What follows belongs to an exercise in optimizing a design on an open flow for small area, a short achievable clock period and few clock cycles; a production flow would make more cautious choices.
RTL that was checked went through simulation tests only; none was proved equivalent to the original.
No functional check of the RTL was part of runs 3 and 4.
Power figures rest on the tool's default switching activity, not on a simulated workload.

**design.v**
```verilog
module scc_core (
    input  wire        clk,
    input  wire        rst,
    input  wire        cmd_valid,
    output wire        cmd_ready,
    input  wire [63:0] cmd_word,
    output wire        rsp_valid,
    input  wire        rsp_ready,
    output wire [63:0] rsp_word,
    output wire        prim_valid,
    output wire [3:0]  prim_kind,
    output wire [15:0] prim_addr,
    output wire [31:0] prim_arg,
    input  wire        prim_ack,
    input  wire        prim_fail,
    input  wire [7:0]  prim_rdata,
    output wire [1:0]  st_pst,
    output wire        st_strm,
    output wire        st_inited,
    output wire [2:0]  st_gpio_lvl,
    output wire [2:0]  st_gpio_dir,
    output wire        st_clk_en,
    output wire [31:0] st_clk_hz,
    output wire [3:0]  st_rail_en
);
    localparam [31:0] MCLK_HZ = 32'd24000000;
    localparam [3:0] P_BUSWRITE  = 4'd0;
    localparam [3:0] P_BUSREAD   = 4'd1;
    localparam [3:0] P_GPIODIR   = 4'd2;
    localparam [3:0] P_GPIOWRITE = 4'd3;
    localparam [3:0] P_CLKFREQ   = 4'd4;
    localparam [3:0] P_CLKEN     = 4'd5;
    localparam [3:0] P_RAILEN    = 4'd6;
    localparam [3:0] P_SLEEP     = 4'd7;
    localparam [3:0] P_SCOPEACQ  = 4'd8;
    localparam [3:0] P_SCOPEREL  = 4'd9;
    localparam [3:0] C_INIT = 4'd0, C_STBYON = 4'd1, C_STBYOFF = 4'd2, C_PON = 4'd3,
                     C_POFF = 4'd4, C_EXP = 4'd5, C_EXPG = 4'd6, C_GAIN = 4'd7,
                     C_SEL = 4'd8, C_STRM = 4'd12;
    reg        idle_q;      
    reg        run_q;       
    reg        rsp_q;       
    reg        abt_q;       
    reg [4:0]  upc;         
    reg [3:0]  cls;         
    reg [15:0] t;           
    reg [8:0]  gt;          
    reg        glo;         
    reg        ghi;         
    reg [7:0]  cr;          
    reg [3:0]  pk;          
    reg [15:0] pa;
    reg [7:0]  pg;          
    reg [4:0]  pc;          
    reg [7:0]  rs;          
    reg        rv;          
    reg        rshow;       
    reg        rexp;        
    reg        rgain;       
    reg        gpend;       
    reg        inited;
    reg        strm;
    reg        soff;        
    reg [1:0]  pst;
    reg        mode_valid;
    reg [1:0]  mode_idx;
    reg [15:0] exp_r;
    reg [8:0]  gain_r;
    reg [2:0]  gpio_lvl;
    reg [2:0]  gpio_dir;
    reg        clk_en;
    reg        clk_hz_on;   
    reg [3:0]  rail_en;
    function automatic ge16(input [15:0] x, input [15:0] c);
        integer i;
        reg r;
        begin
            r = 1'b1;
            for (i = 0; i < 16; i = i + 1)
                r = c[i] ? (x[i] & r) : (x[i] | r);
            ge16 = r;
        end
    endfunction
    function automatic [15:0] mode_field16(input [1:0] i, input [3:0] k);
        begin
            mode_field16 = 16'd0;
            case (k)
                4'd0: case (i) 2'd0: mode_field16 = 16'd2592; 2'd1: mode_field16 = 16'd1920;
                               default: mode_field16 = 16'd1280; endcase
                4'd1: case (i) 2'd0: mode_field16 = 16'd1944; 2'd1: mode_field16 = 16'd1080;
                               2'd2: mode_field16 = 16'd960; default: mode_field16 = 16'd720; endcase
                4'd2: mode_field16 = (i == 2'd1) ? 16'd336 : 16'd0;
                4'd3: mode_field16 = (i == 2'd1) ? 16'd432 : 16'd0;
                4'd4: case (i) 2'd0: mode_field16 = 16'd4000; 2'd1: mode_field16 = 16'd3560;
                               default: mode_field16 = 16'd3000; endcase
                4'd5: case (i) 2'd0: mode_field16 = 16'd4037; 2'd1: mode_field16 = 16'd2607;
                               2'd2: mode_field16 = 16'd2000; default: mode_field16 = 16'd1500; endcase
                4'd6: mode_field16 = 16'hF180;     
                4'd7: mode_field16 = 16'd0;
                4'd8: mode_field16 = i[1] ? 16'd2 : 16'd1;
                4'd9: mode_field16 = 16'd1;
                4'd10: case (i) 2'd0: mode_field16 = 16'd4033; 2'd1: mode_field16 = 16'd2603;
                                2'd2: mode_field16 = 16'd1996; default: mode_field16 = 16'd1496; endcase
                4'd11: mode_field16 = 16'd16;
                4'd12: mode_field16 = 16'd159;
                4'd13: mode_field16 = {14'd0, i};
                default: mode_field16 = 16'd0;
            endcase
        end
    endfunction
    function automatic [7:0] gcode_rom(input [7:0] g);
        begin
            case (g)
                8'd17: gcode_rom = 8'd8;
                8'd18: gcode_rom = 8'd10;
                8'd19: gcode_rom = 8'd12;
                8'd20: gcode_rom = 8'd12;
                8'd21: gcode_rom = 8'd14;
                8'd22: gcode_rom = 8'd24;
                8'd23: gcode_rom = 8'd27;
                8'd24: gcode_rom = 8'd33;
                8'd25: gcode_rom = 8'd38;
                8'd26: gcode_rom = 8'd42;
                8'd27: gcode_rom = 8'd46;
                8'd28: gcode_rom = 8'd49;
                8'd29: gcode_rom = 8'd49;
                8'd30: gcode_rom = 8'd52;
                8'd31: gcode_rom = 8'd54;
                8'd32: gcode_rom = 8'd56;
                8'd33: gcode_rom = 8'd61;
                8'd34: gcode_rom = 8'd66;
                8'd35: gcode_rom = 8'd66;
                8'd36: gcode_rom = 8'd70;
                8'd37: gcode_rom = 8'd74;
                8'd38: gcode_rom = 8'd74;
                8'd39: gcode_rom = 8'd76;
                8'd40: gcode_rom = 8'd76;
                8'd41: gcode_rom = 8'd80;
                8'd42: gcode_rom = 8'd83;
                8'd43: gcode_rom = 8'd83;
                8'd44: gcode_rom = 8'd86;
                8'd45: gcode_rom = 8'd89;
                8'd46: gcode_rom = 8'd89;
                8'd47: gcode_rom = 8'd94;
                8'd48: gcode_rom = 8'd94;
                8'd49: gcode_rom = 8'd97;
                8'd50: gcode_rom = 8'd100;
                8'd51: gcode_rom = 8'd100;
                8'd52: gcode_rom = 8'd106;
                8'd53: gcode_rom = 8'd106;
                8'd54: gcode_rom = 8'd106;
                8'd55: gcode_rom = 8'd109;
                8'd56: gcode_rom = 8'd109;
                8'd57: gcode_rom = 8'd109;
                8'd58: gcode_rom = 8'd115;
                8'd59: gcode_rom = 8'd115;
                8'd60: gcode_rom = 8'd115;
                8'd61: gcode_rom = 8'd115;
                8'd62: gcode_rom = 8'd118;
                8'd63: gcode_rom = 8'd118;
                8'd64: gcode_rom = 8'd118;
                8'd65: gcode_rom = 8'd124;
                8'd66: gcode_rom = 8'd124;
                8'd67: gcode_rom = 8'd124;
                8'd68: gcode_rom = 8'd130;
                8'd69: gcode_rom = 8'd130;
                8'd70: gcode_rom = 8'd130;
                8'd71: gcode_rom = 8'd136;
                8'd72: gcode_rom = 8'd136;
                8'd73: gcode_rom = 8'd136;
                8'd74: gcode_rom = 8'd142;
                8'd75: gcode_rom = 8'd142;
                8'd76: gcode_rom = 8'd142;
                8'd77: gcode_rom = 8'd147;
                8'd78: gcode_rom = 8'd147;
                8'd79: gcode_rom = 8'd147;
                8'd80: gcode_rom = 8'd147;
                8'd81: gcode_rom = 8'd149;
                8'd82: gcode_rom = 8'd149;
                8'd83: gcode_rom = 8'd149;
                8'd84: gcode_rom = 8'd154;
                8'd85: gcode_rom = 8'd154;
                8'd86: gcode_rom = 8'd154;
                8'd87: gcode_rom = 8'd154;
                8'd88: gcode_rom = 8'd160;
                8'd89: gcode_rom = 8'd160;
                8'd90: gcode_rom = 8'd160;
                8'd91: gcode_rom = 8'd160;
                8'd92: gcode_rom = 8'd160;
                8'd93: gcode_rom = 8'd162;
                8'd94: gcode_rom = 8'd162;
                8'd95: gcode_rom = 8'd162;
                8'd96: gcode_rom = 8'd162;
                8'd97: gcode_rom = 8'd162;
                8'd98: gcode_rom = 8'd168;
                8'd99: gcode_rom = 8'd168;
                8'd100: gcode_rom = 8'd168;
                8'd101: gcode_rom = 8'd168;
                8'd102: gcode_rom = 8'd168;
                8'd103: gcode_rom = 8'd172;
                8'd104: gcode_rom = 8'd172;
                8'd105: gcode_rom = 8'd172;
                8'd106: gcode_rom = 8'd172;
                8'd107: gcode_rom = 8'd178;
                8'd108: gcode_rom = 8'd178;
                8'd109: gcode_rom = 8'd178;
                8'd110: gcode_rom = 8'd178;
                8'd111: gcode_rom = 8'd178;
                8'd112: gcode_rom = 8'd180;
                8'd113: gcode_rom = 8'd180;
                8'd114: gcode_rom = 8'd180;
                8'd115: gcode_rom = 8'd180;
                8'd116: gcode_rom = 8'd180;
                8'd117: gcode_rom = 8'd180;
                8'd118: gcode_rom = 8'd184;
                8'd119: gcode_rom = 8'd184;
                8'd120: gcode_rom = 8'd184;
                8'd121: gcode_rom = 8'd184;
                8'd122: gcode_rom = 8'd188;
                8'd123: gcode_rom = 8'd188;
                8'd124: gcode_rom = 8'd188;
                8'd125: gcode_rom = 8'd188;
                8'd126: gcode_rom = 8'd188;
                8'd127: gcode_rom = 8'd193;
                8'd128: gcode_rom = 8'd193;
                8'd129: gcode_rom = 8'd193;
                8'd130: gcode_rom = 8'd193;
                8'd131: gcode_rom = 8'd193;
                8'd132: gcode_rom = 8'd195;
                8'd133: gcode_rom = 8'd195;
                8'd134: gcode_rom = 8'd195;
                8'd135: gcode_rom = 8'd195;
                8'd136: gcode_rom = 8'd195;
                8'd137: gcode_rom = 8'd199;
                8'd138: gcode_rom = 8'd199;
                8'd139: gcode_rom = 8'd199;
                8'd140: gcode_rom = 8'd199;
                8'd141: gcode_rom = 8'd228;
                8'd142: gcode_rom = 8'd228;
                8'd143: gcode_rom = 8'd228;
                8'd144: gcode_rom = 8'd228;
                8'd145: gcode_rom = 8'd228;
                8'd146: gcode_rom = 8'd228;
                8'd147: gcode_rom = 8'd228;
                8'd148: gcode_rom = 8'd228;
                8'd149: gcode_rom = 8'd228;
                8'd150: gcode_rom = 8'd228;
                8'd151: gcode_rom = 8'd229;
                8'd152: gcode_rom = 8'd229;
                8'd153: gcode_rom = 8'd229;
                8'd154: gcode_rom = 8'd229;
                8'd155: gcode_rom = 8'd229;
                8'd156: gcode_rom = 8'd229;
                8'd157: gcode_rom = 8'd229;
                8'd158: gcode_rom = 8'd229;
                8'd159: gcode_rom = 8'd229;
                8'd160: gcode_rom = 8'd229;
                8'd161: gcode_rom = 8'd234;
                8'd162: gcode_rom = 8'd234;
                8'd163: gcode_rom = 8'd234;
                8'd164: gcode_rom = 8'd234;
                8'd165: gcode_rom = 8'd234;
                8'd166: gcode_rom = 8'd234;
                8'd167: gcode_rom = 8'd234;
                8'd168: gcode_rom = 8'd234;
                8'd169: gcode_rom = 8'd234;
                default: gcode_rom = 8'h01;    
            endcase
        end
    endfunction
    localparam [4:0] K_1000 = 5'b00001, K_10000 = 5'b00010, K_20000 = 5'b00100,
                     K_30000 = 5'b01000, K_MCLK = 5'b10000;
    function automatic [31:0] arg_of(input [4:0] f);
        begin
            arg_of = (f[0] ? 32'd1000 : 32'd0) | (f[1] ? 32'd10000 : 32'd0) |
                     (f[2] ? 32'd20000 : 32'd0) | (f[3] ? 32'd30000 : 32'd0) |
                     (f[4] ? MCLK_HZ : 32'd0);
        end
    endfunction
    function automatic [32:0] prim_at(input [3:0] c, input [4:0] k, input [1:0] pm,
                                      input [15:0] s, input [15:0] f);
        reg [3:0]  pk_;
        reg [15:0] pa_;
        reg [7:0]  pg_;
        reg [4:0]  pc_;
        begin
            pk_ = P_SCOPEREL;
            pa_ = 16'd0;
            pg_ = 8'd0;
            pc_ = 5'd0;
            case (c)
                C_INIT: begin
                    pk_ = P_BUSREAD;
                    pa_ = k[0] ? 16'h2001 : 16'h2000;
                end
                C_STBYON: case (k[1:0])
                    2'd0: pk_ = P_SCOPEACQ;
                    2'd1: begin pk_ = P_GPIOWRITE; pa_ = 16'd1; end
                    2'd2: pk_ = P_CLKEN;
                    default: pk_ = P_SCOPEREL;
                endcase
                C_STBYOFF: case (k[2:0])
                    3'd0: pk_ = P_SCOPEACQ;
                    3'd1: begin pk_ = P_CLKFREQ; pc_ = K_MCLK; end
                    3'd2: begin pk_ = P_CLKEN;   pg_ = 8'd1; end
                    3'd3: begin pk_ = P_SLEEP;   pc_ = K_20000; pg_ = 8'h20; end
                    3'd4: pk_ = P_SCOPEREL;
                    default: begin pk_ = P_GPIOWRITE; pa_ = 16'd1; pg_ = 8'd1; end
                endcase
                C_PON: case (k)
                    5'd0:  pk_ = P_SCOPEACQ;
                    5'd1:  begin pk_ = P_GPIODIR;   pa_ = 16'd0; pg_ = 8'd1; end
                    5'd2:  begin pk_ = P_GPIODIR;   pa_ = 16'd1; pg_ = 8'd1; end
                    5'd3:  begin pk_ = P_GPIOWRITE; pa_ = 16'd0; end
                    5'd4:  begin pk_ = P_GPIOWRITE; pa_ = 16'd1; end
                    5'd5:  begin pk_ = P_SLEEP;     pc_ = K_1000; pg_ = 8'hE8; end
                    5'd6:  begin pk_ = P_CLKFREQ;   pc_ = K_MCLK; end
                    5'd7:  begin pk_ = P_CLKEN;     pg_ = 8'd1; end
                    5'd8:  begin pk_ = P_SLEEP;     pc_ = K_10000; pg_ = 8'h10; end
                    5'd9:  begin pk_ = P_GPIOWRITE; pa_ = 16'd2; pg_ = 8'd1; end
                    5'd10: begin pk_ = P_RAILEN;    pa_ = 16'd0; pg_ = 8'd1; end
                    5'd11: begin pk_ = P_RAILEN;    pa_ = 16'd1; pg_ = 8'd1; end
                    5'd12: begin pk_ = P_RAILEN;    pa_ = 16'd2; pg_ = 8'd1; end
                    5'd13: begin pk_ = P_RAILEN;    pa_ = 16'd3; pg_ = 8'd1; end
                    5'd14: begin pk_ = P_SLEEP;     pc_ = K_10000; pg_ = 8'h10; end
                    5'd15: begin pk_ = P_GPIOWRITE; pa_ = 16'd0; pg_ = 8'd1; end
                    5'd16: begin pk_ = P_GPIOWRITE; pa_ = 16'd1; pg_ = 8'd1; end
                    5'd17: begin pk_ = P_SLEEP;     pc_ = K_30000; pg_ = 8'h30; end
                    default: pk_ = P_SCOPEREL;
                endcase
                C_POFF: case (k[3:0])
                    4'd0:  pk_ = P_SCOPEACQ;
                    4'd1:  pk_ = P_CLKEN;
                    4'd2:  begin pk_ = P_GPIOWRITE; pa_ = 16'd2; end
                    4'd3:  begin pk_ = P_RAILEN;    pa_ = 16'd3; end
                    4'd4:  begin pk_ = P_RAILEN;    pa_ = 16'd2; end
                    4'd5:  begin pk_ = P_RAILEN;    pa_ = 16'd1; end
                    4'd6:  begin pk_ = P_RAILEN;    pa_ = 16'd0; end
                    4'd7:  begin pk_ = P_SLEEP;     pc_ = K_10000; pg_ = 8'h10; end
                    4'd8:  begin pk_ = P_GPIOWRITE; pa_ = 16'd0; end
                    4'd9:  begin pk_ = P_GPIOWRITE; pa_ = 16'd1; end
                    4'd10: begin pk_ = P_GPIODIR;   pa_ = 16'd0; end
                    4'd11: begin pk_ = P_GPIODIR;   pa_ = 16'd1; end
                    default: pk_ = P_SCOPEREL;
                endcase
                C_SEL, C_SEL + 4'd1, C_SEL + 4'd2, C_SEL + 4'd3,
                C_STRM, C_STRM + 4'd1, C_STRM + 4'd2, C_STRM + 4'd3: begin
                    pk_ = P_BUSWRITE;
                    case (k[1:0])
                        2'd0: begin pa_ = 16'h3000; pg_ = 8'h01; end
                        2'd1: begin pa_ = 16'h3100; pg_ = 8'h02; end
                        2'd2: begin
                            pa_ = 16'h3200;
                            case (pm)
                                2'd0: pg_ = 8'h0F;
                                2'd1: pg_ = 8'h07;
                                default: pg_ = 8'h03;
                            endcase
                        end
                        default: begin
                            if (pm[0]) begin pa_ = 16'h3201; pg_ = 8'h80; end
                            else       begin pa_ = 16'h3300; pg_ = 8'h55; end
                        end
                    endcase
                end
                default: begin   
                    pk_ = P_BUSWRITE;
                    if (c == C_GAIN || k[2]) begin
                        pa_ = 16'h1004;    
                    end else begin
                        case (k[1:0])
                            2'd0: begin pa_ = 16'h1000; pg_ = s[7:0]; end
                            2'd1: begin pa_ = 16'h1001; pg_ = s[15:8]; end
                            2'd2: begin pa_ = 16'h1002; pg_ = f[7:0]; end
                            default: begin pa_ = 16'h1003; pg_ = f[15:8]; end
                        endcase
                    end
                end
            endcase
            prim_at = {pk_, pa_, pg_, pc_};
        end
    endfunction
    wire [7:0]  op = cmd_word[63:56];
    wire [27:0] ca = cmd_word[55:28];
    wire [27:0] cb = cmd_word[27:0];
    wire [2:0]  tg = cb[2:0];
    wire op01 = (op == 8'h01), op02 = (op == 8'h02), op03 = (op == 8'h03), op04 = (op == 8'h04);
    wire op05 = (op == 8'h05), op06 = (op == 8'h06), op07 = (op == 8'h07), op08 = (op == 8'h08);
    wire op09 = (op == 8'h09), op0a = (op == 8'h0A);
    wire a_zero  = (ca == 28'd0);
    wire b_zero  = (cb == 28'd0);
    wire b_hi0_1 = (cb[27:1] == 27'd0);
    wire b_hi0_3 = (cb[27:3] == 25'd0);
    wire b_hi0_4 = (cb[27:4] == 24'd0);
    wire b_hi0_8 = (cb[27:8] == 20'd0);
    wire b_hi0_9 = (cb[27:9] == 19'd0);
    wire legal = ((op01 | op08 | op09) & a_zero & b_zero)
               | (op02 & a_zero & b_hi0_3 & (~tg[2] | (tg[1:0] == 2'd0)))
               | op03 | op07
               | (op04 & a_zero & b_hi0_1)
               | (op05 & b_zero)
               | (op06 & a_zero)
               | (op0a & a_zero & b_hi0_4 & ~(cb[3] & cb[2] & cb[1]));
    wire gated = op03 | op04 | op05 | op06 | op07;
    wire ok    = legal & (inited | ~gated);    
    wire pwr_legal = (tg == 3'd1) ? (pst == 2'd2) :
                     (tg == 3'd2) ? (pst == 2'd1) :
                     (tg == 3'd3) ? (pst == 2'd0) :
                     (tg == 3'd4) ? (pst != 2'd0) : 1'b0;
    wire a_2592 = (ca == 28'd2592);
    wire a_1920 = (ca == 28'd1920);
    wire a_1280 = (ca == 28'd1280);
    wire m0 = a_2592 & (cb == 28'd1944);
    wire m1 = a_1920 & (cb == 28'd1080);
    wire m2 = a_1280 & (cb == 28'd960);
    wire m3 = a_1280 & (cb == 28'd720);
    wire look_ok = m0 | m1 | m2 | m3;
    wire [1:0] look_idx = {~ca[11] & ~ca[7], ca[7] | (~ca[11] & ~cb[8])};
    wire [15:0] shutter = ca[19:4] | {16{~(ca[27:20] == 8'd0)}};
    wire b_gt159 = ~b_hi0_8 | ge16({8'd0, cb[7:0]}, 16'd160);
    wire b_le169 = b_hi0_8 & ~ge16({8'd0, cb[7:0]}, 16'd170);
    wire [7:0] code_in = (op07 & b_gt159) ? 8'd229 : gcode_rom(cb[7:0]);
    wire str_on_run = cb[0] & ~strm & (pst == 2'd2) & mode_valid;
    wire go_run = ok & (op01 | (op02 & pwr_legal) | (op03 & look_ok) | (op04 & str_on_run)
                        | ((op05 | op07) & mode_valid) | (op06 & b_le169));
    reg [7:0] st_in;     
    always @(*) begin
        st_in = 8'h00;
        if (!legal) st_in = 8'hF0;
        else if (gated && !inited) st_in = 8'hE0;
        else if (op02 && !pwr_legal) st_in = 8'h21;
        else if (op03 && !look_ok) st_in = 8'h30;
        else if (op04 && cb[0] && !strm && pst != 2'd2) st_in = 8'h42;
        else if (op04 && cb[0] && !strm && !mode_valid) st_in = 8'h41;
        else if ((op05 || op07) && !mode_valid) st_in = 8'h51;
    end
    reg [3:0]  pk_in;
    reg [15:0] pa_in;
    reg [7:0]  pg_in;
    reg [3:0]  cls_in;
    always @(*) begin
        pk_in  = P_BUSWRITE;
        pa_in  = 16'd0;
        pg_in  = 8'd0;
        cls_in = C_INIT;
        if (op01) begin
            pk_in = P_BUSREAD; pa_in = 16'h2000;
        end else if (op02) begin
            pk_in = P_SCOPEACQ; cls_in = {1'b0, tg};
        end else if (op03) begin
            pa_in = 16'h3000; pg_in = 8'h01; cls_in = {2'b10, look_idx};
        end else if (op04) begin
            pa_in = 16'h3000; pg_in = 8'h01; cls_in = {2'b11, mode_idx};
        end else if (op06) begin
            pa_in = 16'h1004; cls_in = C_GAIN;    
        end else begin
            pa_in = 16'h1000; pg_in = shutter[7:0]; cls_in = op05 ? C_EXP : C_EXPG;
        end
    end
    wire        is_prog = cls[3];
    wire [1:0]  pm = cls[1:0];
    reg s_ge;    
    reg [15:0] vts_cur;
    always @(*) begin
        case (mode_idx)
            2'd0: begin s_ge = ge16(t, 16'd4034); vts_cur = 16'd4037; end
            2'd1: begin s_ge = ge16(t, 16'd2604); vts_cur = 16'd2607; end
            2'd2: begin s_ge = ge16(t, 16'd1997); vts_cur = 16'd2000; end
            default: begin s_ge = ge16(t, 16'd1497); vts_cur = 16'd1500; end
        endcase
    end
    reg [13:0] s_inc;    
    integer j;
    reg carry;
    always @(*) begin
        carry = 1'b1;
        for (j = 0; j < 14; j = j + 1) begin
            s_inc[j] = t[j + 2] ^ carry;
            carry    = carry & t[j + 2];
        end
    end
    wire [15:0] frame = s_ge ? {s_inc, t[1:0]} : vts_cur;
    wire [8:0] g_cl = glo ? 9'd16 : ghi ? ((cls == C_EXPG) ? 9'd159 : 9'd511) : gt;
    wire [4:0] upc_n = {upc[4] ^ (&upc[3:0]), upc[3] ^ (&upc[2:0]), upc[2] ^ (&upc[1:0]),
                        upc[1] ^ upc[0], ~upc[0]};
    wire [32:0] nxt = prim_at(cls, upc_n, pm, t, frame);
    reg last;
    always @(*) begin
        if (is_prog)
            last = pm[1] ? (pm[0] ? (upc[1:0] == 2'd1) : (upc[1:0] == 2'd2)) : (upc[1:0] == 2'd3);
        else case (cls)
            C_INIT:    last = upc[0];
            C_STBYON:  last = (upc[1:0] == 2'd3);
            C_STBYOFF: last = (upc[2:0] == 3'd5);
            C_PON:     last = (upc == 5'd18);
            C_POFF:    last = (upc[3:0] == 4'd12);
            C_EXP:     last = (upc[1:0] == 2'd3);
            C_EXPG:    last = upc[2];
            default:   last = 1'b1;    
        endcase
    end
    wire fallible = (pk != P_SLEEP) && (pk != P_SCOPEACQ) && (pk != P_SCOPEREL);
    wire is_pwr   = (cls == C_STBYON) || (cls == C_STBYOFF) || (cls == C_PON) || (cls == C_POFF);
    wire scope_held = is_pwr && !(cls == C_STBYOFF && upc[2:0] == 3'd5);
    reg [7:0] st_fail;
    always @(*) begin
        if (is_prog) st_fail = cls[2] ? 8'h40 : 8'h31;
        else case (cls)
            C_INIT:  st_fail = 8'h11;
            C_EXP, C_EXPG, C_GAIN: st_fail = 8'h50;
            default: st_fail = 8'h20;
        endcase
    end
    wire id_ok = (prim_rdata == (upc[0] ? 8'h5A : 8'hA5));
    wire fail  = fallible & prim_fail;
    always @(posedge clk) begin
        if (idle_q) begin
            cls      <= cls_in;
            upc      <= 5'd0;
            pk       <= pk_in;
            pa       <= pa_in;
            pg       <= pg_in;
            pc       <= 5'd0;
            gt       <= cb[8:0];
            glo      <= b_hi0_4;
            ghi      <= op07 ? b_gt159 : ~b_hi0_9;
            cr       <= code_in;
            rs       <= st_in;
            rv       <= legal & op0a & mode_valid;
            rshow    <= legal & op0a & mode_valid;
            rexp     <= legal & op08;
            rgain    <= legal & op09;
            gpend    <= ok & op06 & ~b_le169;
            t        <= op0a ? mode_field16(mode_idx, cb[3:0]) : shutter;
        end else if (run_q) begin
            if (cls == C_INIT) t[7:0] <= prim_rdata;
            if (prim_ack) begin
                if (abt_q) ;
                else if (fail) begin
                    rs <= st_fail;
                    if (scope_held) begin
                        pk <= P_SCOPEREL;
                        pa <= 16'd0;
                        pg <= 8'd1;
                        pc <= 5'd0;
                    end
                end else begin
                    if (!last) begin
                        {pk, pa, pg, pc} <= nxt;
                    end
                    if (cls == C_INIT && !id_ok) begin
                        rs       <= 8'h10;
                        rshow    <= 1'b1;
                    end else if (last) begin
                        upc <= 5'd0;
                    end else begin
                        upc <= upc_n;
                    end
                end
            end
        end
        if (rst) begin
            idle_q     <= 1'b1;
            run_q      <= 1'b0;
            rsp_q      <= 1'b0;
            abt_q      <= 1'b0;
            soff       <= 1'b0;
            inited     <= 1'b0;
            strm       <= 1'b0;
            pst        <= 2'd0;
            mode_valid <= 1'b0;
            mode_idx   <= 2'd0;
            exp_r      <= 16'd0;
            gain_r     <= 9'd0;
            gpio_lvl   <= 3'd0;
            gpio_dir   <= 3'd0;
            clk_en     <= 1'b0;
            clk_hz_on  <= 1'b0;
            rail_en    <= 4'd0;
        end else if (idle_q) begin
            soff <= cmd_valid & ok & op04 & ~cb[0];
            if (cmd_valid) begin
                idle_q <= 1'b0;
                run_q  <= go_run;
                rsp_q  <= ~go_run;
            end
        end else if (run_q) begin
            if (prim_ack) begin
                if (abt_q) begin
                    abt_q <= 1'b0;
                    run_q <= 1'b0;
                    rsp_q <= 1'b1;
                end else if (fail) begin
                    if (cls == C_INIT) inited <= 1'b0;
                    if (is_pwr) begin
                        pst  <= 2'd3;
                        strm <= 1'b0;
                    end
                    if (scope_held) abt_q <= 1'b1;
                    else begin
                        run_q <= 1'b0;
                        rsp_q <= 1'b1;
                    end
                end else begin
                    case (pk)
                        P_GPIODIR:   gpio_dir[pa[1:0]] <= pg[0];
                        P_GPIOWRITE: gpio_lvl[pa[1:0]] <= pg[0];
                        P_CLKFREQ:   clk_hz_on <= 1'b1;
                        P_CLKEN:     clk_en <= pg[0];
                        P_RAILEN:    rail_en[pa[1:0]] <= pg[0];
                        default: ;
                    endcase
                    if ((cls == C_EXP || cls == C_EXPG) && upc == 5'd3)
                        exp_r <= t;
                    if (cls == C_INIT && !id_ok) begin
                        inited <= 1'b0;
                        run_q  <= 1'b0;
                        rsp_q  <= 1'b1;
                    end else if (last) begin
                        run_q <= 1'b0;
                        rsp_q <= 1'b1;
                        if (is_prog) begin
                            mode_idx   <= pm;
                            mode_valid <= 1'b1;
                            if (cls[2]) strm <= 1'b1;
                        end else case (cls)
                            C_INIT: begin
                                mode_valid <= 1'b0;
                                mode_idx   <= 2'd0;
                                exp_r      <= 16'd0;
                                gain_r     <= 9'd0;
                                strm       <= 1'b0;
                                inited     <= 1'b1;
                            end
                            C_STBYON: begin pst <= 2'd1; strm <= 1'b0; end
                            C_STBYOFF, C_PON: pst <= 2'd2;
                            C_POFF: begin pst <= 2'd0; strm <= 1'b0; end
                            C_EXPG, C_GAIN: gain_r <= g_cl;
                            default: ;
                        endcase
                    end
                end
            end
        end else if (rsp_q) begin
            soff <= 1'b0;
            if (soff) strm <= 1'b0;
            if (gpend) gain_r <= g_cl;
            if (rsp_ready) begin
                rsp_q  <= 1'b0;
                idle_q <= 1'b1;
            end
        end
    end
    assign cmd_ready   = idle_q;
    assign rsp_valid   = rsp_q;
    wire rpclk = rv & t[15];
    assign rsp_word    = {rs, rv, 7'd0, 11'd0, upc,
                          3'd0, rpclk, 4'd0, rpclk, 2'd0, rpclk, 3'd0, rpclk,
                          (t & {16{rshow}}) | (exp_r & {16{rexp}}) | {7'd0, gain_r & {9{rgain}}}};
    assign prim_valid  = run_q;
    assign prim_kind   = pk;
    assign prim_addr   = pa;
    assign prim_arg    = {arg_of(pc) >> 8, pg | (cr & {8{pa[2]}})};
    assign st_pst      = pst;
    assign st_strm     = strm & ~soff;
    assign st_inited   = inited;
    assign st_gpio_lvl = gpio_lvl;
    assign st_gpio_dir = gpio_dir;
    assign st_clk_en   = clk_en;
    assign st_clk_hz   = clk_hz_on ? MCLK_HZ : 32'd0;
    assign st_rail_en  = rail_en;
endmodule
```
**flow/run.sh**
```bash
#!/bin/bash
set -euo pipefail
export SETUP_SLACK_MARGIN=6.7
export BUFFER_PORTS_ARGS="-buffer_cell sky130_fd_sc_hd__buf_1"
echo 'export DONT_USE_CELLS += sky130_fd_sc_hd__ha_1 sky130_fd_sc_hd__ha_2 sky130_fd_sc_hd__ha_4 sky130_fd_sc_hd__fa_1 sky130_fd_sc_hd__fa_2 sky130_fd_sc_hd__fa_4' >> config.mk
echo 'export SKIP_REPAIR_TIE_FANOUT = 1' >> config.mk
bash standard.sh > flow_make.log 2>&1
```
**standard.sh**
```bash
#!/bin/bash
# synth_recipe.tcl (not shown) runs the flow's synth.tcl, then flattens the netlist and writes it again
# the make line also repeats each setting of config.mk as NAME=value (left out here)
make -C /OpenROAD-flow-scripts/flow DESIGN_CONFIG=/design/flow/config.mk WORK_HOME=/design/flow/orfs CLKGATE_MAP_FILE= SYNTH_SCRIPT=/design/flow/synth_recipe.tcl "${@:-finish}"
```
**config.mk**
```make
export PLATFORM = sky130hd
export DESIGN_NAME = scc_core
export DESIGN_NICKNAME = scc_core
export VERILOG_FILES = /design/flow/design.v
export SDC_FILE = /design/flow/constraint.sdc
export NUM_CORES = 4
export LEC_CHECK = 0
export ABC_AREA = 1
export CAP_MARGIN = 20
export CORE_MARGIN = 2
export CORE_UTILIZATION = 55
export CTS_BUF_LIST = sky130_fd_sc_hd__clkbuf_4 sky130_fd_sc_hd__clkbuf_8
export SLEW_MARGIN = 20
export DONT_USE_CELLS += sky130_fd_sc_hd__ha_1 sky130_fd_sc_hd__ha_2 sky130_fd_sc_hd__ha_4 sky130_fd_sc_hd__fa_1 sky130_fd_sc_hd__fa_2 sky130_fd_sc_hd__fa_4
export SKIP_REPAIR_TIE_FANOUT = 1
```
**constraint.sdc**
```tcl
create_clock -name core_clock -period 10.0 [get_ports {clk}]
set_input_delay 2.0000 -clock core_clock [delete_from_list [all_inputs] [get_ports {clk}]]
set_output_delay 2.0000 -clock core_clock [all_outputs]
set_load 0.01 [all_outputs]
```
==> flow_metrics.env, run 1 <==
export IMPL_syn_area_per_cell_sq_um=6.71
export IMPL_wirelength_um=36600
export IMPL_synth_largest_area_cell="edfxtp_1"
export IMPL_max_freq_ghz=0.286
export IMPL_ant_nets=0
export IMPL_ys_seq_elements=128
export IMPL_fp_coreArea_sq_mm=0.0180
export IMPL_grt_pass1_wl_um=55900
export IMPL_yosys_top_cells_area="edfxtp_1 20%, nand2_1 12%, dfxtp_1 12%"
export IMPL_worstPathArrival_ns=1.49
export IMPL_layout_nets=1679
export IMPL_holdWs_ns=0.489
export IMPL_required_ns=8.00
export IMPL_rrSetupSlack_ns=7.06
export IMPL_status="finished clean"
export IMPL_hold_end="gain_r[6]"
export IMPL_worstMarginPinSlew_ns=0.945
export IMPL_grt_start_max_net_pins=75
export IMPL_start_util_pct=56.4
export IMPL_first_iter_violations=1495
export IMPL_synthMuxAreaShare_pct=0
export IMPL_cp_end_kind="output pin"
export IMPL_powerDensity_mw_per_mm2=117
export IMPL_timing_final_setup_violations=0
export IMPL_cts_tree="done"
export IMPL_antenna_found_initial=1
export IMPL_ctsHoldBuffers=0
export IMPL_p_leak_nw=4.78
export IMPL_synth_top_family_by_area="simple AND/OR/NAND/NOR gates"
export IMPL_fin_skew_ns=0.0178
export IMPL_worst_setup_path_type="flop to output pin"
export IMPL_power_mw=1.32
export IMPL_finalMaxSlewViolations=0
export IMPL_routedWlPerCell_um=19.8
export IMPL_die_x_um=140
export IMPL_crit_fanout=16
export IMPL_finalCritPeriodShare_pct=34.9
export IMPL_htreeDepth=4
export IMPL_start_kind="flop"
export IMPL_synthTopCellsByCount="334 x nand2_1, 207 x nor2_1, 173 x inv_1, 100 x buf_4, 90 x o21ai_0"
export IMPL_cts_buffer_depth=2
export IMPL_synth_flop_cell="edfxtp_1"
export IMPL_portBuffers=169
export IMPL_overflow=0
export IMPL_slew_headroom_pct=36.7
export IMPL_drcViolationCount=0
export IMPL_min_from="gain_r[6]"
export IMPL_cts_root_buffer="clkbuf_8"
export IMPL_clk_pin_slew_ns=0.09
export IMPL_synthArstFlopShare_pct=0
export IMPL_synth_adder_area_share_pct=0
export IMPL_worst_r2r_path_depth=10
export IMPL_synth_edff_count=69
export IMPL_clock_latency_ns=0.46
export IMPL_post_route_min_period_ns=3.49
export IMPL_die_h_um=140
export IMPL_mappedNetlistArea_sq_mm=0.0102
export IMPL_synth_top_area_share_pct=20.4
export IMPL_rows=49
export IMPL_post_synth_top_count_cell="nand2_1"
export IMPL_synth_xor_area_share_pct=0.0862
export IMPL_setup_tns_ns=0
export IMPL_io_pin_count=244
export IMPL_vias=11000
export IMPL_ir_drop_mv=0.116
export IMPL_dieArea_sq_mm=0.0196
export IMPL_worstReg2RegStart="cls[3]"
export IMPL_syn_num_nets=1592
export IMPL_cts_buffers=17
export IMPL_hold_viol_final=0
export IMPL_gp_congestion=1.01
export IMPL_grt_pass1_vias=10200
export IMPL_drt_first_pass_iters=7
export IMPL_cts_sinks=128
export IMPL_yosys_warnings=1
export IMPL_yosysSeqAreaShare_pct=32.0
export IMPL_area_growth_pct=11.1
export IMPL_drive_gt1_share_pct=16.5
export IMPL_drv_cap=0
export IMPL_track_usage_pct=36.6
export IMPL_hpwl_um=27900
export IMPL_syn_inst=1514
export IMPL_synth_cell_type_count=61
export IMPL_synth_compound_area_share_pct=18.4
export IMPL_avgViaCountPerCell=5.95
export IMPL_hold_class="flop to flop"
export IMPL_rsz0062_at_grt="yes"
export IMPL_synth_simple_gate_area_share_pct=33.0
export IMPL_worstHoldPathCells=2
export IMPL_rr_endpoint="pg[2]"
==> critical path, cell delays in order (launching register included) <==
cell and delay (ns):
edfxtp_1 0.40, clkinvlp_4 0.12, buf_12 0.15, o211ai_1 0.19, buf_2 0.17
==> cells in the final DEF (no fill, tap or decap), types with 7 or more instances in the layout <==
| cell type | count |
|---|---|
| a21oi_1 | 81 |
| inv_2 | 27 |
| nor2_2 | 19 |
| a211oi_1 | 15 |
| a211oi_2 | 11 |
| inv_1 | 158 |
| nand2_4 | 10 |
| o21ai_2 | 7 |
| a21o_1 | 7 |
| o211ai_1 | 25 |
| o22ai_1 | 9 |
| o21ai_1 | 12 |
| o21ai_0 | 78 |
| edfxtp_1 | 69 |
| buf_2 | 21 |
| nor2_1 | 189 |
| nand4_1 | 21 |
| nand2_2 | 24 |
| nand2_1 | 320 |
| nor3_1 | 36 |
| a31oi_1 | 12 |
| buf_1 | 135 |
| inv_6 | 8 |
| inv_4 | 7 |
| dfxtp_1 | 55 |
| clkbuf_8 | 17 |
| buf_4 | 28 |
| nor2_4 | 23 |
| nand3_1 | 82 |
==> cells by family after synthesis <==
family,after synthesis
and+or+nand+nor,752
DFF,128
AOI/OAI and AO/OA,296
other,1
buffers and inverters,336
xor gates and xnor gates,1
==> power breakdown <==
| part | switching, mW | total (mW) | internal (mW) |
|---|---|---|---|
| clock network | 0.259 | 0.442 | 0.183 |
| registers | 0.0183 | 0.600 | 0.582 |
| logic | 0.197 | 0.281 | 0.0846 |
| total | 0.474 | 1.32 | 0.849 |
==> per-stage QoR <==
step / util [%] / cells / area (sq um) / worst slack, ns
floorplan: - / 1514 / 10200 / 6.64
global placement: 57.0 / 1779 / 10300 / 5.69
detailed placement: 57.0 / 1779 / 10300 / 5.67
CTS: 61.0 / 1829 / 11000 / 6.49
global route: 62.7 / 1844 / 11300 / 6.45
finish: 62.7 / 1844 / 11300 / 6.51
==> repair_timing <==
item / 4_1_cts / 5_1_grt
gates cloned: 2 / 0
gates resized for setup: 58 / 74
setup buffers: 16 / 14
hold endpoints to repair: 0 / 0
pin swaps: 8 / 9
setup endpoints to repair: 106 / 94
==> per-layer routing <==
layer / global-route usage, % / up-vias / wire [um]
met5: 0 / - / 0
met4: 15.3 / 0 / 1590
met2: 57.6 / 790 / 16200
met1: 48.7 / 4918 / 14300
li1: - / 5135 / -
met3: 8.41 / 126 / 4470
==> area by class of cell <==
cell class              instances  area, sq um
diodes                          1         2.50
inverters                     199          782
multi-input cells            1050         5500
flip-flops and latches        128         3260
repair buffers                205         1090
fillers                      1712         6730
well taps                     229          287
clock inverters                15          133
clock buffers                  17          234
==> how the worst max path moves through the flow <==
stage                 startpoint          end  slack, ns  cells past startpoint
CTS                        rshow  rsp_word[4]       6.49                      4
global route               rshow  rsp_word[3]       6.45                      4
finish                     rshow  rsp_word[3]       6.51                      4
detailed placement   cmd_word[3]        cr[3]       5.67                      8
floorplan           cmd_word[62]        rs[5]       6.64                     12
global placement     cmd_word[3]        cr[3]       5.69                      8
==> state kept, by name (all words and copies together) (netlist names), 5 cells and up <==
name	count
exp_r	16
t	16
gain_r	9
gt	9
cr	8
pg	8
pa	7
rs	6
pc	5
upc	5
Testbench counts, summed over its fixed seeds: cycles 21,737.
==> run 2: changes to the inputs <==
--- a/flow/run.sh
+++ b/flow/run.sh
@@ -2,3 +2,3 @@
 set -euo pipefail
-export SETUP_SLACK_MARGIN=6.7
+export SETUP_SLACK_MARGIN=6.55
 export BUFFER_PORTS_ARGS="-buffer_cell sky130_fd_sc_hd__buf_1"
==> run 2 against run 1 <==
Compared with the run above: flip-flop and latch count did not move; via count fell by 1.4%; still clean on timing, DRC and antenna; final cell count fell by 0.92%; synthesized cell count did not move; register-to-register slack got worse by 0.20 ns; global-route usage fell by 0.41 points; setup slack improved by 0.00067 ns; routed wire length fell by 1.7%; core utilization fell by 1.6 points.
==> flow_metrics.env, run 2 <==
export IMPL_status="finished clean"
export IMPL_grt_pass1_wl_um=55600
export IMPL_die_h_um=140
export IMPL_post_route_min_period_ns=3.49
export IMPL_wirelength_um=35900
export IMPL_clkPwrFrac_pct=36.7
export IMPL_grt_start_max_net_pins=75
export IMPL_max_freq_ghz=0.286
export IMPL_gp_congestion=1.03
export IMPL_syn_inst=1514
export IMPL_cts_sinks=128
export IMPL_rrSetupSlack_ns=6.86
export IMPL_synthTopCellsByCount="334 x nand2_1, 207 x nor2_1, 173 x inv_1, 100 x buf_4, 90 x o21ai_0"
export IMPL_timing_final_setup_violations=0
export IMPL_worstPathArrival_ns=1.49
export IMPL_htreeDepth=4
export IMPL_cts_tree="done"
export IMPL_finalMaxSlewViolations=0
export IMPL_ys_seq_elements=128
export IMPL_fin_area_sq_mm=0.0110
export IMPL_layout_nets=1662
export IMPL_cp_end_kind="output pin"
export IMPL_drive_gt1_share_pct=13.0
export IMPL_first_iter_violations=1303
export IMPL_hold_viol_final=0
export IMPL_die_x_um=140
export IMPL_drcViolationCount=0
export IMPL_ir_drop_mv=0.123
export IMPL_syn_area_per_cell_sq_um=6.71
export IMPL_synth_cell_type_count=61
export IMPL_io_pin_count=244
export IMPL_clock_latency_ns=0.47
export IMPL_swShare_pct=33.3
export IMPL_cts_root_buffer="clkbuf_8"
export IMPL_slew_headroom_pct=29.6
export IMPL_vias=10800
export IMPL_antenna_found_initial=1
export IMPL_final_common_cell="nand2_1"
export IMPL_cts_buffers=17
export IMPL_worstMarginPinSlew_ns=1.05
export IMPL_area_growth_pct=8.29
export IMPL_rsz0062_at_grt="yes"
export IMPL_synth_flop_cell="edfxtp_1"
export IMPL_hpwl_um=27700
export IMPL_yosys_warnings=1
export IMPL_synth_largest_area_cell="edfxtp_1"
export IMPL_synth_top_area_share_pct=20.4
export IMPL_dieArea_sq_mm=0.0196
export IMPL_yosysSeqAreaShare_pct=32.0
export IMPL_fin_skew_ns=0.0167
export IMPL_ant_nets=0
export IMPL_hold_class="flop to flop"
export IMPL_required_ns=8.00
export IMPL_finalCritPeriodShare_pct=34.9
export IMPL_avgViaCountPerCell=5.92
export IMPL_powerDensity_mw_per_mm2=124
export IMPL_mappedNetlistArea_sq_mm=0.0102
export IMPL_p_leak_nw=4.64
export IMPL_reg_largest_list="exp_r x16, t x16"
export IMPL_portBuffers=169
export IMPL_fp_coreArea_sq_mm=0.0180
export IMPL_routedWlPerCell_um=19.7
export IMPL_placed_cell_area_sq_mm=0.0102
export IMPL_fin_cells=1827
export IMPL_layout_common_cells="329 x nand2_1, 195 x nor2_1, 167 x inv_1"
export IMPL_syn_num_nets=1592
export IMPL_synth_edff_count=69
export IMPL_p_comb_share_pct=19.2
export IMPL_worst_setup_path_type="flop to output pin"
export IMPL_drv_cap=0
export IMPL_placedCellCount=1781
export IMPL_drt_first_pass_iters=9
export IMPL_switchingPower_uw=454
export IMPL_overflow=0
export IMPL_clk_pin_slew_ns=0.09
export IMPL_fin_util_pct=61.0
export IMPL_yosys_top_cells_area="edfxtp_1 20%, nand2_1 12%, dfxtp_1 12%"
export IMPL_track_usage_pct=36.2
export IMPL_cts_buffer_depth=2
export IMPL_start_kind="flop"
export IMPL_crit_fanout=16
export IMPL_ctsHoldBuffers=0
export IMPL_grt_pass1_vias=10100
export IMPL_seqPwrFrac_pct=44.1
export IMPL_rows=49
export IMPL_setup_tns_ns=0
export IMPL_post_synth_top_count_cell="nand2_1"
export IMPL_synthArstFlopShare_pct=0
export IMPL_intPower_uw=909
export IMPL_start_util_pct=56.4
run 2: critical path: stages (launching register included):
cell	delay (ns)
edfxtp_1	0.40
clkinvlp_4	0.12
buf_12	0.15
o211ai_1	0.19
buf_2	0.17
run 2: stage by stage:
step	setup WS, ns	hold WS (ns)	power, mW
after floorplan	6.56	0.443	0.789
after global placement	5.58	0.459	0.853
after detailed placement	5.62	0.468	0.853
after CTS	6.55	0.479	1.35
after global routing	6.43	0.509	1.41
final	6.51	0.481	1.36
run 2: final timing paths:
check	cells after the start	start	to
max	4	rshow	rsp_word[5]
min	2	pc[0]	pc[0]
max reg2reg	10	cls[3]	pg[1]
min reg2reg	2	pc[0]	pc[0]
run 2: timing repair:
action,4_1_cts,5_1_grt
gates resized for setup,24,65
pin swaps,4,5
buffers inserted,12,1
setup endpoints to repair,53,78
run 2: kinds of logic (layout without fill, tap and decap cells):
| kind of cell | Yosys count | count (layout) | share of synthesized area (%) |
|---|---|---|---|
| buffers and inverters | 336 | 419 | 16.5 |
| other | 1 | 2 | 0.0369 |
| XOR/XNOR | 1 | 1 | 0.0862 |
| AND/OR/NAND/NOR | 752 | 752 | 33.0 |
| AO/OA/AOI/OAI | 296 | 296 | 18.4 |
| flip-flops | 128 | 128 | 32.0 |
run 2: metal layers:
layer / up-vias / track usage [%] / share of wire [%]
met5: - / 0 / 0
met4: 0 / 16.3 / 4.6
met2: 674 / 56.0 / 44
met1: 4939 / 49.6 / 41
met3: 110 / 6.63 / 10
li1: 5092 / - / -
run 2: power by group through the flow:
stage	Clock, mW	Sequential [mW]	Combinational [mW]
after global routing	0.519	0.603	0.285
after global placement	0	0.614	0.239
after CTS	0.498	0.600	0.250
after detailed placement	0	0.614	0.238
after floorplan	0	0.609	0.180
final	0.501	0.601	0.261
run 2: final cells by class:
| type | count | area, sq um |
|---|---|---|
| clock inverters | 14 | 180 |
| repair buffers | 188 | 870 |
| diodes | 1 | 2.50 |
| fillers | 1772 | 7020 |
| clock buffers | 18 | 241 |
| well taps | 229 | 287 |
| inverters | 199 | 779 |
| flip-flops and latches | 128 | 3250 |
| multi-input cells | 1050 | 5390 |
==> run 3: changes to the inputs <==
--- a/design.v
+++ b/design.v
@@ -40,2 +40,4 @@
     reg        idle_q;      
+    reg        f1;          
+    reg        g1, g2, g3;  
     reg        run_q;       
@@ -50,2 +52,3 @@
     reg [7:0]  cr;          
+    reg        gsel;        
     reg [3:0]  pk;          
@@ -55,6 +58,8 @@
     reg [7:0]  rs;          
+    reg        nok;         
+    reg        nlegal;      
     reg        rv;          
-    reg        rshow;       
-    reg        rexp;        
-    reg        rgain;       
+    reg        rshow_lo;    
+    reg        rshow_hi;    
+    reg        rpclk;       
     reg        gpend;       
@@ -396,11 +401,16 @@
     wire b_hi0_9 = (cb[27:9] == 19'd0);
-    wire legal = ((op01 | op08 | op09) & a_zero & b_zero)
-               | (op02 & a_zero & b_hi0_3 & (~tg[2] | (tg[1:0] == 2'd0)))
-               | op03 | op07
-               | (op04 & a_zero & b_hi0_1)
-               | (op05 & b_zero)
-               | (op06 & a_zero)
-               | (op0a & a_zero & b_hi0_4 & ~(cb[3] & cb[2] & cb[1]));
-    wire gated = op03 | op04 | op05 | op06 | op07;
-    wire ok    = legal & (inited | ~gated);    
+    wire sel_ok  = ~(cb[3] & cb[2] & cb[1]);            
+    wire tg_ok   = ~tg[2] | (tg[1:0] == 2'd0);           
+    wire l01 = op01 & a_zero & b_zero;
+    wire l02 = op02 & a_zero & b_hi0_3 & tg_ok;
+    wire l03 = op03 & inited;
+    wire l04 = op04 & inited & a_zero & b_hi0_1;
+    wire l05 = op05 & inited & b_zero;
+    wire l06 = op06 & inited & a_zero;
+    wire l07 = op07 & inited;
+    wire l08 = (op08 | op09) & a_zero & b_zero;
+    wire l0a = op0a & a_zero & b_hi0_4 & sel_ok;
+    wire ok    = l01 | l02 | l03 | l04 | l05 | l06 | l07 | l08 | l0a;
+    wire legal = l01 | l02 | op03 | op07 | (op04 & a_zero & b_hi0_1) | (op05 & b_zero)
+               | (op06 & a_zero) | l08 | l0a;
     wire pwr_legal = (tg == 3'd1) ? (pst == 2'd2) :
@@ -422,16 +432,13 @@
     wire [7:0] code_in = (op07 & b_gt159) ? 8'd229 : gcode_rom(cb[7:0]);
-    wire str_on_run = cb[0] & ~strm & (pst == 2'd2) & mode_valid;
-    wire go_run = ok & (op01 | (op02 & pwr_legal) | (op03 & look_ok) | (op04 & str_on_run)
-                        | ((op05 | op07) & mode_valid) | (op06 & b_le169));
-    reg [7:0] st_in;     
-    always @(*) begin
-        st_in = 8'h00;
-        if (!legal) st_in = 8'hF0;
-        else if (gated && !inited) st_in = 8'hE0;
-        else if (op02 && !pwr_legal) st_in = 8'h21;
-        else if (op03 && !look_ok) st_in = 8'h30;
-        else if (op04 && cb[0] && !strm && pst != 2'd2) st_in = 8'h42;
-        else if (op04 && cb[0] && !strm && !mode_valid) st_in = 8'h41;
-        else if ((op05 || op07) && !mode_valid) st_in = 8'h51;
-    end
+    wire son  = cb[0] & ~strm;              
+    wire pon  = (pst == 2'd2);
+    wire go1 = l01 | (l02 & pwr_legal);
+    wire go2 = (op03 & inited & look_ok) | (l04 & son & pon & mode_valid);
+    wire go3 = ((l05 | l07) & mode_valid) | (l06 & b_le169);
+    wire r21 = l02 & ~pwr_legal;
+    wire r30 = l03 & ~look_ok;
+    wire r42 = l04 & son & ~pon;
+    wire r41 = l04 & son & pon & ~mode_valid;
+    wire r51 = (l05 | l07) & ~mode_valid;
+    wire [7:0] st_in = {1'b0, r42 | r41 | r51, r21 | r30, r30 | r51, 2'b00, r42, r21 | r41 | r51};
     reg [3:0]  pk_in;
@@ -486,2 +493,3 @@
     wire [32:0] nxt = prim_at(cls, upc_n, pm, t, frame);
+    wire nxt_gsel = (cls == C_EXPG) && (upc[1:0] == 2'd3);
     reg last;
@@ -513,2 +521,4 @@
     end
+    wire running    = run_q | g1 | g2 | g3;
+    wire responding = rsp_q | (f1 & ~(g1 | g2 | g3));
     wire id_ok = (prim_rdata == (upc[0] ? 8'h5A : 8'hA5));
@@ -527,10 +537,15 @@
             cr       <= code_in;
+            gsel     <= op06;
             rs       <= st_in;
-            rv       <= legal & op0a & mode_valid;
-            rshow    <= legal & op0a & mode_valid;
-            rexp     <= legal & op08;
-            rgain    <= legal & op09;
-            gpend    <= ok & op06 & ~b_le169;
-            t        <= op0a ? mode_field16(mode_idx, cb[3:0]) : shutter;
-        end else if (run_q) begin
+            nok      <= ~ok;
+            nlegal   <= ~legal;
+            rv       <= l0a & mode_valid;
+            rshow_lo <= l08 | (l0a & mode_valid);
+            rshow_hi <= l08 | (l0a & mode_valid);
+            rpclk    <= l0a & mode_valid & (cb[3:0] == 4'd6);
+            gpend    <= l06 & ~b_le169;
+            t        <= op08 ? exp_r :
+                        op09 ? {7'd0, gain_r} :
+                        op0a ? mode_field16(mode_idx, cb[3:0]) : shutter;
+        end else if (running) begin
             if (cls == C_INIT) t[7:0] <= prim_rdata;
@@ -548,2 +563,3 @@
                     if (!last) begin
+                        gsel <= nxt_gsel;
                         {pk, pa, pg, pc} <= nxt;
@@ -552,3 +568,3 @@
                         rs       <= 8'h10;
-                        rshow    <= 1'b1;
+                        rshow_lo <= 1'b1;
                     end else if (last) begin
@@ -563,2 +579,6 @@
             idle_q     <= 1'b1;
+            f1         <= 1'b0;
+            g1         <= 1'b0;
+            g2         <= 1'b0;
+            g3         <= 1'b0;
             run_q      <= 1'b0;
@@ -580,9 +600,14 @@
         end else if (idle_q) begin
-            soff <= cmd_valid & ok & op04 & ~cb[0];
-            if (cmd_valid) begin
-                idle_q <= 1'b0;
-                run_q  <= go_run;
-                rsp_q  <= ~go_run;
-            end
-        end else if (run_q) begin
+            f1   <= cmd_valid;
+            g1   <= cmd_valid & go1;
+            g2   <= cmd_valid & go2;
+            g3   <= cmd_valid & go3;
+            soff <= cmd_valid & l04 & ~cb[0];
+            if (cmd_valid) idle_q <= 1'b0;
+        end else if (running) begin
+            f1    <= 1'b0;
+            g1    <= 1'b0;
+            g2    <= 1'b0;
+            g3    <= 1'b0;
+            run_q <= 1'b1;
             if (prim_ack) begin
@@ -643,10 +668,9 @@
             end
-        end else if (rsp_q) begin
-            soff <= 1'b0;
+        end else if (responding) begin
+            f1    <= 1'b0;
+            soff  <= 1'b0;
             if (soff) strm <= 1'b0;
             if (gpend) gain_r <= g_cl;
-            if (rsp_ready) begin
-                rsp_q  <= 1'b0;
-                idle_q <= 1'b1;
-            end
+            rsp_q  <= ~rsp_ready;
+            idle_q <= rsp_ready;
         end
@@ -654,11 +678,10 @@
     assign cmd_ready   = idle_q;
-    assign rsp_valid   = rsp_q;
-    wire rpclk = rv & t[15];
-    assign rsp_word    = {rs, rv, 7'd0, 11'd0, upc,
+    assign rsp_valid   = responding;
+    assign rsp_word    = {rs[7:5] | {3{nok}}, rs[4] | nlegal, rs[3:0], rv, 7'd0, 11'd0, upc,
                           3'd0, rpclk, 4'd0, rpclk, 2'd0, rpclk, 3'd0, rpclk,
-                          (t & {16{rshow}}) | (exp_r & {16{rexp}}) | {7'd0, gain_r & {9{rgain}}}};
-    assign prim_valid  = run_q;
+                          t[15:8] & {8{rshow_hi}}, t[7:0] & {8{rshow_lo}}};
+    assign prim_valid  = running;
     assign prim_kind   = pk;
     assign prim_addr   = pa;
-    assign prim_arg    = {arg_of(pc) >> 8, pg | (cr & {8{pa[2]}})};
+    assign prim_arg    = {arg_of(pc) >> 8, pg | (cr & {8{gsel}})};
     assign st_pst      = pst;
--- a/flow/run.sh
+++ b/flow/run.sh
@@ -2,3 +2,3 @@
 set -euo pipefail
-export SETUP_SLACK_MARGIN=6.55
+export SETUP_SLACK_MARGIN=6
 export BUFFER_PORTS_ARGS="-buffer_cell sky130_fd_sc_hd__buf_1"
--- a/config.mk
+++ b/config.mk
@@ -7,3 +7,2 @@
 export LEC_CHECK = 0
-export ABC_AREA = 1
 export CAP_MARGIN = 20
==> run 3 against run 2 <==
Compared with the run above: still clean on timing, DRC and antenna; clock-buffer cell count unchanged; final cell count down 8.0%; sequential power up 4.7%; clock skew up 0.0032 ns; synthesized cell count down 8.2%; total power down 3.0%; worst hold slack worse by 0.024 ns; die area up 5.2%; setup slack worse by 0.46 ns; non-clock buffer count up 6; flip-flop and latch count up 6; critical endpoint is now rs[4]; largest cell class unchanged; largest power group unchanged.
==> flow_metrics.env, run 3 <==
export IMPL_syn_area_per_cell_sq_um=7.70
export IMPL_yosysSeqAreaShare_pct=31.7
export IMPL_synth_compound_area_share_pct=24.2
export IMPL_start_util_pct=55.5
export IMPL_drcViolationCount=0
export IMPL_grt_pass1_wl_um=55100
export IMPL_antenna_found_initial=0
export IMPL_p_leak_nw=3.85
export IMPL_syn_num_nets=1468
export IMPL_cts_buffers=17
export IMPL_fin_area_sq_mm=0.0112
export IMPL_synthArstFlopShare_pct=0
export IMPL_seqPwrFrac_pct=47.6
export IMPL_synthTopCellsByCount="154 x nor2_1, 129 x nand2_1, 107 x o21ai_0, 99 x buf_4, 95 x a21oi_1"
export IMPL_max_freq_ghz=0.253
export IMPL_cts_tree="done"
export IMPL_cts_buffer_depth=2
export IMPL_placedCellCount=1646
export IMPL_synth_top_area_share_pct=19.9
export IMPL_finalMaxSlewViolations=0
export IMPL_clk_pin_slew_ns=0.09
export IMPL_ys_seq_elements=134
export IMPL_reg_largest_list="exp_r x16, t x16"
export IMPL_layout_nets=1480
export IMPL_syn_inst=1390
export IMPL_ant_nets=0
export IMPL_wl_met1_um=15200
export IMPL_cp_end_kind="flop"
export IMPL_status="finished clean"
export IMPL_die_x_um=143
export IMPL_rows=51
export IMPL_post_route_min_period_ns=3.95
export IMPL_fin_skew_ns=0.0199
export IMPL_yosys_warnings=1
export IMPL_yosys_top_cells_area="edfxtp_1 20%, dfxtp_1 12%, buf_4 6.9%"
export IMPL_io_pin_count=244
export IMPL_fin_cells=1680
export IMPL_insertedDiodeCount=0
export IMPL_clkPwrFrac_pct=35.6
export IMPL_placed_cell_area_sq_mm=0.0107
export IMPL_rsz0062_at_grt="yes"
export IMPL_avgViaCountPerCell=6.56
export IMPL_hpwl_um=26200
export IMPL_p_comb_share_pct=16.9
export IMPL_crit_path_frequent_cell="nor3_1"
export IMPL_worstPathCellList="clkbuf_4 > or2_2 > nor3_1 > nand4_1 > nor3_1 > o21ai_0 > a221oi_1 > a31oi_1"
export IMPL_mappedNetlistArea_sq_mm=0.0107
export IMPL_switchingPower_uw=422
export IMPL_wl_met3_um=3450
export IMPL_synth_simple_gate_area_share_pct=26.7
export IMPL_area_growth_pct=4.48
export IMPL_overflow=0
export IMPL_power_mw=1.32
export IMPL_synth_xor_area_share_pct=1.47
export IMPL_finalCritPeriodShare_pct=39.5
export IMPL_intPower_uw=900
export IMPL_fp_coreArea_sq_mm=0.0193
export IMPL_synth_top_family_by_area="simple AND/OR/NAND/NOR gates"
export IMPL_clock_latency_ns=0.46
export IMPL_htreeDepth=4
export IMPL_worst_setup_path_type="primary input to flop"
export IMPL_synth_flop_cell="edfxtp_1"
export IMPL_layout_common_cells="166 x buf_1, 153 x nor2_1, 127 x nand2_1"
export IMPL_wirelength_um=36400
export IMPL_holdWs_ns=0.457
export IMPL_first_iter_violations=1143
export IMPL_crit_path_top_delay_cell="or2_2"
export IMPL_gp_congestion=0.991
export IMPL_swShare_pct=31.9
export IMPL_grt_pass1_vias=9445
export IMPL_synth_largest_area_cell="edfxtp_1"
export IMPL_worstPathArrival_ns=4.14
export IMPL_worstMarginPinSlew_ns=0.883
export IMPL_die_h_um=143
export IMPL_start_kind="primary input"
export IMPL_hold_class="flop to flop"
export IMPL_powerDensity_mw_per_mm2=118
export IMPL_crit_family="simple AND/OR/NAND/NOR gates"
export IMPL_drt_first_pass_iters=5
export IMPL_ir_drop_mv=0.0830
export IMPL_cp_slowest_stage_delay_ns=0.40
export IMPL_wl_met2_um=16500
export IMPL_synth_cell_type_count=84
export IMPL_grt_start_max_net_pins=75
export IMPL_track_usage_pct=34.6
export IMPL_synthMuxAreaShare_pct=4.10
export IMPL_vias=11000
export IMPL_portBuffers=169
export IMPL_post_synth_top_count_cell="nor2_1"
export IMPL_required_ns=10.19
export IMPL_num_fill_cells=1868
export IMPL_multi_input_area_sq_mm=0.00613
export IMPL_slew_headroom_pct=40.6
export IMPL_ctsHoldBuffers=0
export IMPL_hold_viol_final=0
export IMPL_drive_gt1_share_pct=7.56
export IMPL_cts_root_buffer="clkbuf_8"
export IMPL_final_common_cell="buf_1"
export IMPL_seqCellArea_sq_mm=0.00340
export IMPL_synth_adder_area_share_pct=0
export IMPL_crit_fanout=45
export IMPL_routedWlPerCell_um=21.7
export IMPL_cts_sinks=134
export IMPL_synth_edff_count=71
export IMPL_timing_final_setup_violations=0
export IMPL_setup_tns_ns=0
export IMPL_cp_num_buf_inv=1
export IMPL_dieArea_sq_mm=0.0206
export IMPL_drv_cap=0
export IMPL_highest_layer="met4"
-- run 3: cell count changes in the layout (fill, tap and decap cells not counted), sizes merged, moves of 19 or more --
cell | previous run | this run
nand2 | 354 | 130
inv | 195 | 32
nor2 | 232 | 157
nand3 | 87 | 37
mux2i | 0 | 36
nand2b | 0 | 34
nor2b | 0 | 23
nor4 | 7 | 27
and2 | 1 | 20
-- run 3: per-layer routing --
metal | GRT usage, % | vias to the layer above
met4 | 12.7 | 0
met5 | 0 | -
met1 | 49.7 | 5159
met2 | 53.1 | 726
met3 | 5.00 | 88
li1 | - | 5045
-- run 3: path summary, 6_finish.rpt --
check | startpoint | end | slack [ns] | cells after the start
max | cmd_word[0] | rs[4] | 6.05 | 8
min | rail_en[1] | rail_en[1] | 0.46 | 2
max reg2reg | mode_idx[1] | pg[7] | 6.59 | 8
min reg2reg | rail_en[1] | rail_en[1] | 0.46 | 2
-- run 3: per-stage QoR --
step / util [%] / setup slack [ns]
3_3_place_gp: 55.6 / 5.12
4_1_cts: 57.7 / 5.99
3_5_place_dp: 55.6 / 4.92
2_1_floorplan: - / 6.00
6_report: 58.0 / 6.05
5_1_grt: 58.0 / 5.85
-- run 3: final cells by class --
class	count	area share, %
multi-input cells	1028	54.9
well taps	265	2.97
flip-flops and latches	134	30.4
inverters	27	0.906
clock buffers	18	2.16
repair buffers	194	7.41
clock inverters	14	1.33
-- run 3: worst min-delay path, stage by stage (launching register included) --
cell and delay [ns]:
dfxtp_1 0.32, nand2_1 0.05, a21oi_1 0.05
-- run 3: power groups by stage --
stage          sequential [mW]  clock (mW)  combinational (mW)
3_5_place_dp             0.641           0               0.216
5_1_grt                  0.632       0.493               0.241
4_1_cts                  0.628       0.472               0.217
3_3_place_gp             0.641           0               0.216
2_1_floorplan            0.631           0               0.169
6_report                 0.629       0.470               0.223
-- run 3: logic make-up after synthesis --
kind of cell	after synthesis
AOI/OAI and AO/OA	399
and+or+nand+nor	567
muxes	43
DFF	134
xor gates and xnor gates	18
other	1
buffers and inverters	228
-- run 3: repair_timing --
item                                    4_1_cts  5_1_grt
endpoints found under the setup margin       45       37
buffers inserted                              1        1
gates resized for setup                       6       12
pin swaps                                     1        1
cloned                                        0        0
==> run 4: changes to the inputs <==
--- a/config.mk
+++ b/config.mk
@@ -7,2 +7,3 @@
 export LEC_CHECK = 0
+export ABC_AREA = 1
 export CAP_MARGIN = 20
==> run 4 against run 3 <==
Compared with the run above: clock power hardly changed; largest cell class unchanged; non-clock buffer count is 16 lower; total power is 0.58% higher; maximum frequency is 2.0% higher; sequential share of layout area is 0.19 points higher; synthesized area is 0.54% lower; final cell count is 15% higher; via count is 4.2% higher; highest routed layer unchanged; critical path type unchanged; worst hold slack better by 0.011 ns; synthesized cell count is 16% higher; critical endpoint is now rs[0].
==> flow_metrics.env, run 4 <==
export IMPL_synth_top_area_share_pct=20.0
export IMPL_cts_sinks=134
export IMPL_required_ns=10.33
export IMPL_powerDensity_mw_per_mm2=120
export IMPL_cts_buffers=17
export IMPL_cts_buffer_depth=2
export IMPL_fp_coreArea_sq_mm=0.0188
export IMPL_clk_pin_slew_ns=0.10
export IMPL_worstPathCellList="buf_1 > nor2_1 > nand2_1 > nor2_2 > nand2_1 > nor2_1 > nor2_1 > nor2_1 > nand2_1 > nand3_1 > nand2_1 > nand2_1"
export IMPL_synth_flop_cell="edfxtp_1"
export IMPL_yosysSeqAreaShare_pct=31.9
export IMPL_yosys_top_cells_area="edfxtp_1 20%, nand2_1 12%, dfxtp_1 12%"
export IMPL_drt_first_pass_iters=6
export IMPL_insertedDiodeCount=0
export IMPL_cts_tree="done"
export IMPL_gp_congestion=1.07
export IMPL_overflow=0
export IMPL_syn_area_per_cell_sq_um=6.63
export IMPL_synth_cell_type_count=59
export IMPL_dieArea_sq_mm=0.0205
export IMPL_die_x_um=143
export IMPL_wirelength_um=37500
export IMPL_worstMarginPinSlew_ns=1.04
export IMPL_min_from="rsp_q"
export IMPL_vias=11500
export IMPL_fin_skew_ns=0.0229
export IMPL_die_h_um=143
export IMPL_routedWlPerCell_um=19.4
export IMPL_p_leak_nw=4.90
export IMPL_synthTopCellsByCount="351 x nand2_1, 217 x inv_1, 185 x nor2_1, 104 x buf_4, 98 x nand3_1"
export IMPL_cp_slowest_stage_delay_ns=0.57
export IMPL_portBuffers=169
export IMPL_grt_start_max_net_pins=75
export IMPL_post_route_min_period_ns=3.88
export IMPL_worstReg2RegStart="upc[0]"
export IMPL_hold_class="flop to flop"
export IMPL_status="finished clean"
export IMPL_setup_tns_ns=0
export IMPL_worst_r2r_path_depth=9
export IMPL_crit_path_frequent_cell="nand2_1"
export IMPL_finalMaxSlewViolations=0
export IMPL_layout_common_cells="351 x nand2_1, 217 x inv_1, 183 x nor2_1"
export IMPL_post_synth_top_count_cell="nand2_1"
export IMPL_crit_start="cmd_word[5]"
export IMPL_ant_nets=0
export IMPL_crit_path_top_delay_cell="nor2_1"
export IMPL_htreeDepth=4
export IMPL_drv_cap=0
export IMPL_hpwl_um=29000
export IMPL_drive_gt1_share_pct=7.66
export IMPL_worstHoldPathCells=2
export IMPL_post_place_ws_ns=5.63
export IMPL_drcViolationCount=0
export IMPL_ir_drop_mv=0.120
export IMPL_ctsHoldBuffers=0
export IMPL_syn_num_nets=1684
export IMPL_syn_inst=1606
export IMPL_rows=50
export IMPL_final_common_cell="nand2_1"
export IMPL_slew_headroom_pct=30.5
export IMPL_worstPathArrival_ns=4.21
export IMPL_worst_setup_path_type="primary input to flop"
export IMPL_grt_pass1_wl_um=58100
export IMPL_synth_largest_area_cell="edfxtp_1"
export IMPL_avgViaCountPerCell=5.94
export IMPL_layout_nets=1737
export IMPL_cp_end_kind="flop"
export IMPL_rsz0062_at_grt="no"
export IMPL_ys_seq_elements=134
export IMPL_first_iter_violations=1605
export IMPL_finalCritPeriodShare_pct=38.8
[run 4: cell types whose count changed after synthesis, moves of 16 or more]
| cell | delta |
|---|---|
| nor2b_1 | -23 |
| clkbuf_1 | -55 |
| a21oi_1 | -16 |
| o211ai_1 | +16 |
| nand3_1 | +61 |
| nand2b_1 | -34 |
| and2_1 | -20 |
| nand4_1 | +18 |
| or3_1 | -16 |
| inv_2 | +23 |
| mux2i_1 | -36 |
| nand2_1 | +222 |
| nor2_1 | +31 |
| inv_1 | +190 |
[run 4: logic make-up (layout without fill, tap and decap cells)]
group / Yosys count / count (layout) / share of synthesized area, %
buffers and inverters: 387 / 453 / 17.7
DFF: 134 / 134 / 31.9
and+or+nand+nor: 786 / 786 / 33.0
AOI/OAI and AO/OA: 297 / 297 / 17.3
other: 1 / 1 / 0.0352
xor gates and xnor gates: 1 / 1 / 0.0823
[run 4: report_power, final]
part | internal, mW | total [mW] | switching [mW]
logic | 0.0598 | 0.231 | 0.171
registers | 0.607 | 0.628 | 0.0217
clock network | 0.206 | 0.471 | 0.264
total | 0.873 | 1.33 | 0.457
[run 4: metrics by stage]
step	util (%)	hold WS, ns	cells	cell area [sq um]	power [mW]
floorplan	-	0.432	1606	10600	0.804
global placement	56.7	0.442	1896	10700	0.862
detailed placement	56.7	0.451	1896	10700	0.863
CTS	58.7	0.467	1928	11100	1.32
global route	59.0	0.495	1932	11100	1.37
finish	59.0	0.468	1932	11100	1.33
[run 4: layout make-up]
type / instances / area, sq um
clock buffer: 17 / 234
clock inverter: 15 / 153
fill: 1875 / 7730
inverter: 243 / 916
multi-input combinational: 1085 / 5380
sequential: 134 / 3390
tap: 260 / 325
timing repair buffer: 178 / 706
[run 4: metal layers]
metal | vias to the layer above | track usage, % | share of wire (%)
met5 | - | 0 | 0
met4 | 0 | 15.4 | 4.2
met3 | 122 | 5.87 | 10
met2 | 757 | 58.6 | 45
met1 | 5254 | 49.8 | 40
li1 | 5352 | - | -
[run 4: timing repair]
item                       4_1_cts  5_1_grt
setup endpoints to repair        0        9
buffers inserted                 0        4
gates resized for setup          0        6
[run 4: path summary, 6_finish.rpt]
check             slack [ns]  endpoint
setup / recovery        6.12     rs[0]
hold reg to reg         0.47     rsp_q
hold / removal          0.47     rsp_q
setup reg to reg        6.71     pg[4]
[run 4: critical path: cells and delay by family]
kind | cells | cell delay (ns)
buf+inv | 1 | 0.29
simple gates | 11 | 1.93

Check on run 4: ideal ports give 6.125 ns setup slack; a clkbuf_16 on the clock port and buf_2 on the inputs give 6.140 ns; moving port delays by the midpoint clock arrival (0.500 ns) as well gives 5.640 ns.
